Context: an optimization exercise on an open-source flow, tuned for small area, a short achievable clock period and few clock cycles per item. The choices shown serve that exercise and are no tape-out recipe.
RTL that was checked went through simulation tests only; none was proved equivalent to the original.

==> inputs of job 8384 <==
==> flow/design.v (excerpt) <==
module zi_sha256 (
    input  wire         clk,
    input  wire         rst,           
    input  wire         in_valid,
    output wire         in_ready,
    input  wire [31:0]  in_data,
    input  wire         in_last,
    input  wire [2:0]   in_nbytes,     
    output reg          out_valid,
    output wire [255:0] out_digest
);
clock: 10.0 ns
lec_check: 0
cap_margin: 20
core_margin: 2
core_utilization: 55
slew_margin: 20
standard.sh (not shown) runs the stock make flow with config.mk's settings and CLKGATE_MAP_FILE= SYNTH_SCRIPT=/design/flow/synth_recipe.tcl, a recipe that flattens the netlist after the stock synthesis.
==> flow/flow/run.sh <==
#!/bin/bash
# The standard layout (standard.sh: unchanged synthesis and ORFS steps)
# with these options: timing repair aims at a larger setup margin; every port
# still gets its own buffer, but a plain buf_2 instead of the delay-buffer cell
# buffer_ports picks by itself; clock tree synthesis without dummy balancing
# loads and with larger sink clusters (fewer leaf buffers). The make output goes to flow_make.log; each ORFS step writes its own
# log under orfs/logs/.
set -euo pipefail
bash standard.sh \
  SETUP_SLACK_MARGIN=5.9 \
  "BUFFER_PORTS_ARGS=-buffer_cell sky130_fd_sc_hd__buf_2" \
  "CTS_ARGS=-sink_clustering_enable -repair_clock_nets -dont_use_dummy_load -sink_clustering_size 24 -sink_clustering_max_diameter 80" \
  finish > flow_make.log 2>&1
==> job 5974: changes against job 8384 <==
--- a/flow/flow/run.sh
+++ b/flow/flow/run.sh
@@ -9,3 +9,3 @@
 bash standard.sh \
-  SETUP_SLACK_MARGIN=5.9 \
+  SETUP_SLACK_MARGIN=6.0 \
   "BUFFER_PORTS_ARGS=-buffer_cell sky130_fd_sc_hd__buf_2" \
Settings changed: CORE_UTILIZATION 55 to 40.
==> comparison table <==
quantity                                                                   job 8384                 job 5974
Number of gates resized after CTS                                               296                      350
Run status                                                  complete, no violations  complete, no violations
Share of final layout cell area taken by non-clock buffers                    4.26%                    4.62%
Setup skew after layout                                                   0.0947 ns                0.0831 ns
Worst relative slew slack                                                     28.1%                    23.5%
Min-delay src                                                              w[7][20]                 w[9][28]
Worst Path Arrival                                                          4.78 ns                  4.88 ns
Finished Core Util                                                            62.4%                    46.1%
Via count of the first global-routing pass                                    41600                    41200
Initial Util                                                                  55.6%                    40.2%
Fill cell total of the finished layout                                         8652                    13500
Slew at the pin closest to its max-slew limit                               1.08 ns                  1.14 ns
Capture endpoint of the worst hold path                                    w[6][20]                 w[8][28]
Final period util                                                             42.3%                    42.2%
Fraction of area in clock buffers and inverters                               2.59%                    2.80%
Startpoint of the lowest-slack register-to-register path                       e[2]                 w[2][25]
Site row count                                                                  118                      139
Routed wire length                                                           200 mm                   200 mm
Initial antenna violation count                                                   9                        7
Final worst path period need                                                4.23 ns                  4.22 ns
Function was not checked in any run of this note: the RTL went through the layout flow alone.

==> run K <==
Another version of the RTL of zi_sha256 (not shown whole).
make LEC_CHECK=0 CAP_MARGIN=20 CORE_MARGIN=2 CORE_UTILIZATION=40 SETUP_SLACK_MARGIN=5 SLEW_MARGIN=20 finish   # period 10.0 ns
run.sh (not shown) runs the stock make flow with config.mk's settings and CLKGATE_MAP_FILE= SYNTH_SCRIPT=/design/flow/synth_recipe.tcl, a recipe that flattens the netlist after the stock synthesis.
Stock flow here: none of the scripts above is used.
==> run Z: changes against run K <==
--- a/flow/design.v
+++ b/flow/design.v
@@ -29,13 +29,14 @@
     reg        fin_run;                
     reg [17:0] wc;                     
     reg [1:0]  lastb;                  
     wire [3:0] ph   = rnd[3:0];
     wire       q3   = (rnd[5:4] == 2'b11);
     wire       r63  = (rnd == 6'd63);
-    reg        r63q, last, lastfin, hsh;
+    wire       last = act & r63;
+    wire       lastfin = last & fin_run;
     wire       ivld = rst | lastfin;
     assign out_digest = {H0, H1, H2, H3, H4, H5, H6, H7};
     assign in_ready   = slot & ~pad;
     wire fire = in_valid & slot & ~pad;
     wire pins = slot & pad;
     wire ins  = fire | pins;
@@ -124,14 +125,14 @@
         endcase
     end
     wire [31:0] bsig1 = {e[5:0], e[31:6]} ^ {e[10:0], e[31:11]} ^ {e[24:0], e[31:25]};
     wire [31:0] bsig0 = {a[1:0], a[31:2]} ^ {a[12:0], a[31:13]} ^ {a[21:0], a[31:22]};
     wire [31:0] ch    = (e & f) ^ (~e & g);
     wire [31:0] maj   = (a & b) | (a & c) | (b & c);
-    wire [31:0] h0g = r63q ? H0 : 32'd0;
-    wire [31:0] h4g = r63q ? H4 : 32'd0;
+    wire [31:0] h0g = r63 ? H0 : 32'd0;
+    wire [31:0] h4g = r63 ? H4 : 32'd0;
     wire [31:0] a1s = pa ^ h0g ^ ch;
     wire [31:0] a1c = {((pa & h0g) | (pa & ch) | (h0g & ch)), 1'b0};
     wire [31:0] a2s = bsig1 ^ bsig0 ^ maj;
     wire [31:0] a2c = {((bsig1 & bsig0) | (bsig1 & maj) | (bsig0 & maj)), 1'b0};
     wire [31:0] a3s = a1s ^ a1c ^ a2s;
     wire [31:0] a3c = {((a1s & a1c) | (a1s & a2s) | (a1c & a2s)), 1'b0};
@@ -183,25 +184,21 @@
             g <= last ? H5 : f;
             h <= last ? H6 : g;
         end
         if (rst | out_valid) begin
             {H0, H1, H2, H3, H4, H5, H6, H7} <= {IV0, IV1, IV2, IV3, IV4, IV5, IV6, IV7};
         end else begin
-            if (hsh) begin
+            if (act & (rnd[5:2] == 4'hf) & (rnd[1:0] != 2'd0)) begin
                 H1 <= sa;  H2 <= H1;  H3 <= H2;
                 H5 <= se;  H6 <= H5;  H7 <= H6;
             end
             if (last) begin
                 H0 <= a_rnd;
                 H4 <= e_rnd;
             end
         end
-        r63q    <= ~rst & (rnd == 6'd62);
-        last    <= ~rst & act & (rnd == 6'd62);
-        lastfin <= ~rst & act & fin_run & (rnd == 6'd62);
-        hsh     <= ~rst & act & (rnd[5:2] == 4'hf) & (rnd[1:0] != 2'd3);
         if (rst) begin
             rnd       <= 6'd48;
             act       <= 1'b0;
             nw        <= 4'd0;
             full      <= 1'b0;
             slot      <= 1'b1;
- SETUP_SLACK_MARGIN: 5 -> not set
==> run Y: changes against run K <==
--- a/flow/design.v
+++ b/flow/design.v
@@ -12,13 +12,13 @@
     localparam [31:0] IV0 = 32'h6a09e667, IV1 = 32'hbb67ae85,
                       IV2 = 32'h3c6ef372, IV3 = 32'ha54ff53a,
                       IV4 = 32'h510e527f, IV5 = 32'h9b05688c,
                       IV6 = 32'h1f83d9ab, IV7 = 32'h5be0cd19;
     reg [31:0] w [0:15];
     reg [31:0] a, b, c, d, e, f, g, h;
-    reg [31:0] H0, H1, H2, H3, H4, H5, H6, H7;
+    reg [31:0] ra0, ra1, ra2, ra3, re0, re1, re2, re3;
     reg [31:0] pa;                     
     reg [5:0]  rnd;                    
     reg        act;                    
     reg [3:0]  nw;                     
     reg        full;                   
     reg        slot;                   
@@ -31,13 +31,13 @@
     reg [1:0]  lastb;                  
     wire [3:0] ph   = rnd[3:0];
     wire       q3   = (rnd[5:4] == 2'b11);
     wire       r63  = (rnd == 6'd63);
     reg        r63q, last, lastfin, hsh;
     wire       ivld = rst | lastfin;
-    assign out_digest = {H0, H1, H2, H3, H4, H5, H6, H7};
+    assign out_digest = {ra0, ra3, ra2, ra1, re0, re3, re2, re1};
     assign in_ready   = slot & ~pad;
     wire fire = in_valid & slot & ~pad;
     wire pins = slot & pad;
     wire ins  = fire | pins;
     reg [31:0] last_word;
     always @(*) begin
@@ -124,14 +124,14 @@
         endcase
     end
     wire [31:0] bsig1 = {e[5:0], e[31:6]} ^ {e[10:0], e[31:11]} ^ {e[24:0], e[31:25]};
     wire [31:0] bsig0 = {a[1:0], a[31:2]} ^ {a[12:0], a[31:13]} ^ {a[21:0], a[31:22]};
     wire [31:0] ch    = (e & f) ^ (~e & g);
     wire [31:0] maj   = (a & b) | (a & c) | (b & c);
-    wire [31:0] h0g = r63q ? H0 : 32'd0;
-    wire [31:0] h4g = r63q ? H4 : 32'd0;
+    wire [31:0] h0g = r63q ? ra1 : 32'd0;
+    wire [31:0] h4g = r63q ? re1 : 32'd0;
     wire [31:0] a1s = pa ^ h0g ^ ch;
     wire [31:0] a1c = {((pa & h0g) | (pa & ch) | (h0g & ch)), 1'b0};
     wire [31:0] a2s = bsig1 ^ bsig0 ^ maj;
     wire [31:0] a2c = {((bsig1 & bsig0) | (bsig1 & maj) | (bsig0 & maj)), 1'b0};
     wire [31:0] a3s = a1s ^ a1c ^ a2s;
     wire [31:0] a3c = {((a1s & a1c) | (a1s & a2s) | (a1c & a2s)), 1'b0};
@@ -151,15 +151,15 @@
     wire [31:0] ssig1 = {w14[16:0], w14[31:17]} ^ {w14[18:0], w14[31:19]} ^ (w14 >> 10);
     wire [31:0] s1s = w[9] ^ w[0] ^ ssig0;
     wire [31:0] s1c = {((w[9] & w[0]) | (w[9] & ssig0) | (w[0] & ssig0)), 1'b0};
     wire [31:0] s2s = s1s ^ s1c ^ ssig1;
     wire [31:0] s2c = {((s1s & s1c) | (s1s & ssig1) | (s1c & ssig1)), 1'b0};
     wire [31:0] w_next = s2s + s2c;
-    wire [31:0] sa = a + H3;
-    wire [31:0] se = e + H7;
-    wire [31:0] h_n = lastfin ? IV7 : (last ? H6 : g);
+    wire [31:0] sa = a + ra0;
+    wire [31:0] se = e + re0;
+    wire [31:0] h_n = lastfin ? IV7 : (last ? re2 : g);
     wire [31:0] p1s = h_n ^ kn ^ w1;
     wire [31:0] p1c = {((h_n & kn) | (h_n & w1) | (kn & w1)), 1'b0};
     wire [31:0] pa_n = p1s + p1c;
     wire       full_ins = full | (ins & (nw == 4'd15));
     wire       start    = r63 & full_ins;
     wire [5:0] rnd_n    = r63 ? (start ? 6'd0 : 6'd48) : rnd + 6'd1;
@@ -173,30 +173,34 @@
         pa <= pa_n;
         if (ivld) begin
             {a, b, c, d, e, f, g, h} <= {IV0, IV1, IV2, IV3, IV4, IV5, IV6, IV7};
         end else begin
             a <= act ? a_rnd : d;
             b <= last ? sa : a;
-            c <= last ? H1 : b;
-            d <= last ? H2 : c;
+            c <= last ? ra3 : b;
+            d <= last ? ra2 : c;
             e <= act ? e_rnd : h;
             f <= last ? se : e;
-            g <= last ? H5 : f;
-            h <= last ? H6 : g;
+            g <= last ? re3 : f;
+            h <= last ? re2 : g;
         end
-        if (rst | out_valid) begin
-            {H0, H1, H2, H3, H4, H5, H6, H7} <= {IV0, IV1, IV2, IV3, IV4, IV5, IV6, IV7};
+        if (rst) begin
+            {ra0, ra1, ra2, ra3} <= {IV0, IV3, IV2, IV1};
+            {re0, re1, re2, re3} <= {IV4, IV7, IV6, IV5};
+        end else if (out_valid) begin
+            {ra0, ra1, ra2, ra3} <= {IV3, IV2, IV1, IV0};
+            {re0, re1, re2, re3} <= {IV7, IV6, IV5, IV4};
         end else begin
-            if (hsh) begin
-                H1 <= sa;  H2 <= H1;  H3 <= H2;
-                H5 <= se;  H6 <= H5;  H7 <= H6;
-            end
-            if (last) begin
-                H0 <= a_rnd;
-                H4 <= e_rnd;
-            end
+            ra0 <= last ? a_rnd : ra1;
+            ra1 <= ra2;
+            ra2 <= ra3;
+            ra3 <= hsh ? sa : ra0;
+            re0 <= last ? e_rnd : re1;
+            re1 <= re2;
+            re2 <= re3;
+            re3 <= hsh ? se : re0;
         end
         r63q    <= ~rst & (rnd == 6'd62);
         last    <= ~rst & act & (rnd == 6'd62);
         lastfin <= ~rst & act & fin_run & (rnd == 6'd62);
         hsh     <= ~rst & act & (rnd[5:2] == 4'hf) & (rnd[1:0] != 2'd3);
         if (rst) begin
==> flow/flow/run.sh (new file) <==
#!/bin/bash
# The standard layout (standard.sh: unchanged synthesis and ORFS steps)
# with two placement/CTS options: every port still gets its own buffer, but a
# plain buf_2 instead of the delay-buffer cell buffer_ports picks by itself,
# and clock tree synthesis without dummy balancing loads. The make output goes
# to flow_make.log; each ORFS step writes its own log under orfs/logs/.
set -euo pipefail
bash standard.sh \
  "BUFFER_PORTS_ARGS=-buffer_cell sky130_fd_sc_hd__buf_2" \
  "CTS_ARGS=-sink_clustering_enable -repair_clock_nets -dont_use_dummy_load" \
  finish > flow_make.log 2>&1
==> flow/standard.sh (new file) <==
#!/bin/bash
# synth_recipe.tcl (not shown) runs the flow's synth.tcl, then flattens the netlist and writes it again
# the make line also repeats each setting of config.mk as NAME=value (left out here)
make -C /OpenROAD-flow-scripts/flow DESIGN_CONFIG=/design/flow/config.mk WORK_HOME=/design/flow/orfs CLKGATE_MAP_FILE= SYNTH_SCRIPT=/design/flow/synth_recipe.tcl "${@:-finish}"
removed: flow/run.sh
==> impl_metrics.env <==
export IMPL_status="complete, no violations"
export IMPL_first_global_vias=41000
export IMPL_synth_commonest_cells="dfxtp_1 (1127), nand2_1 (933), a21oi_1 (449), inv_1 (390), xnor2_1 (323)"
# the run above: run Z

==> impl_metrics.env <==
export IMPL_status="complete, no violations"
export IMPL_synth_commonest_cells="dfxtp_1 (1131), inv_1 (552), nand2_1 (416), nor2_1 (391), fa_1 (310)"
export IMPL_first_global_vias=39700
export IMPL_multi_input_area_share=0.479
export IMPL_core_area_um2=136000
export IMPL_clockNetworkAreaShare=0.0459
# the run above: run Y

==> impl_metrics.env <==
export IMPL_multi_input_cells=3856
export IMPL_synth_commonest_cells="dfxtp_1 (1131), inv_1 (576), nand2_1 (501), nor2_1 (430), mux2i_1 (357)"
export IMPL_status="complete, no violations"
export IMPL_core_area_um2=140000
# the run above: run K

Testbench counts of run K, summed over its fixed seeds: cycles 70,024, bytes 62,061.
Testbench counts of run Z, summed over its fixed seeds: cycles 70,024, bytes 62,061.
Testbench counts of run Y, summed over its fixed seeds: cycles 70,024, bytes 62,061.

[static timing again, ports no longer ideal]
The flow's constraints put no driver on any port. The routed layouts listed below were extracted and timed again, unchanged, in two steps.
Step 1 sets driving cells, clkbuf_16 on the clock port and buf_2 on the other inputs (assumed; they add their load-dependent delay and slew).
Step 2 adds t to the input delays and takes it off the output delays; t is the mean of the earliest and latest rising clock arrival at the registers after step 1. Input paths then give back, and output paths get back, about the clock's delay inside the block.
a / b / c = ideal / step 1 / step 2; a / b = the first two.
run	t, ns	setup WS [ns]	hold WS [ns]
job 8384	0.738	5.775 / 5.775 / 5.775	0.301 / 0.301 / 0.301
job 5974	0.762	5.785 / 5.785 / 5.577	0.302 / 0.302 / 0.302
run K	0.845	5.068 / 5.068 / 4.330	0.301 / 0.301 / 0.301
run Z	0.835	2.540 / 2.540 / 2.540	0.319 / 0.319 / 0.319
run Y	0.787	4.866 / 4.866 / 4.488	0.257 / 0.257 / 0.257
After both steps setup and hold are still met in every run listed. The setup slack of run K, which loses most, moves by 0.000 ns with the drivers and by -0.738 ns with both steps.
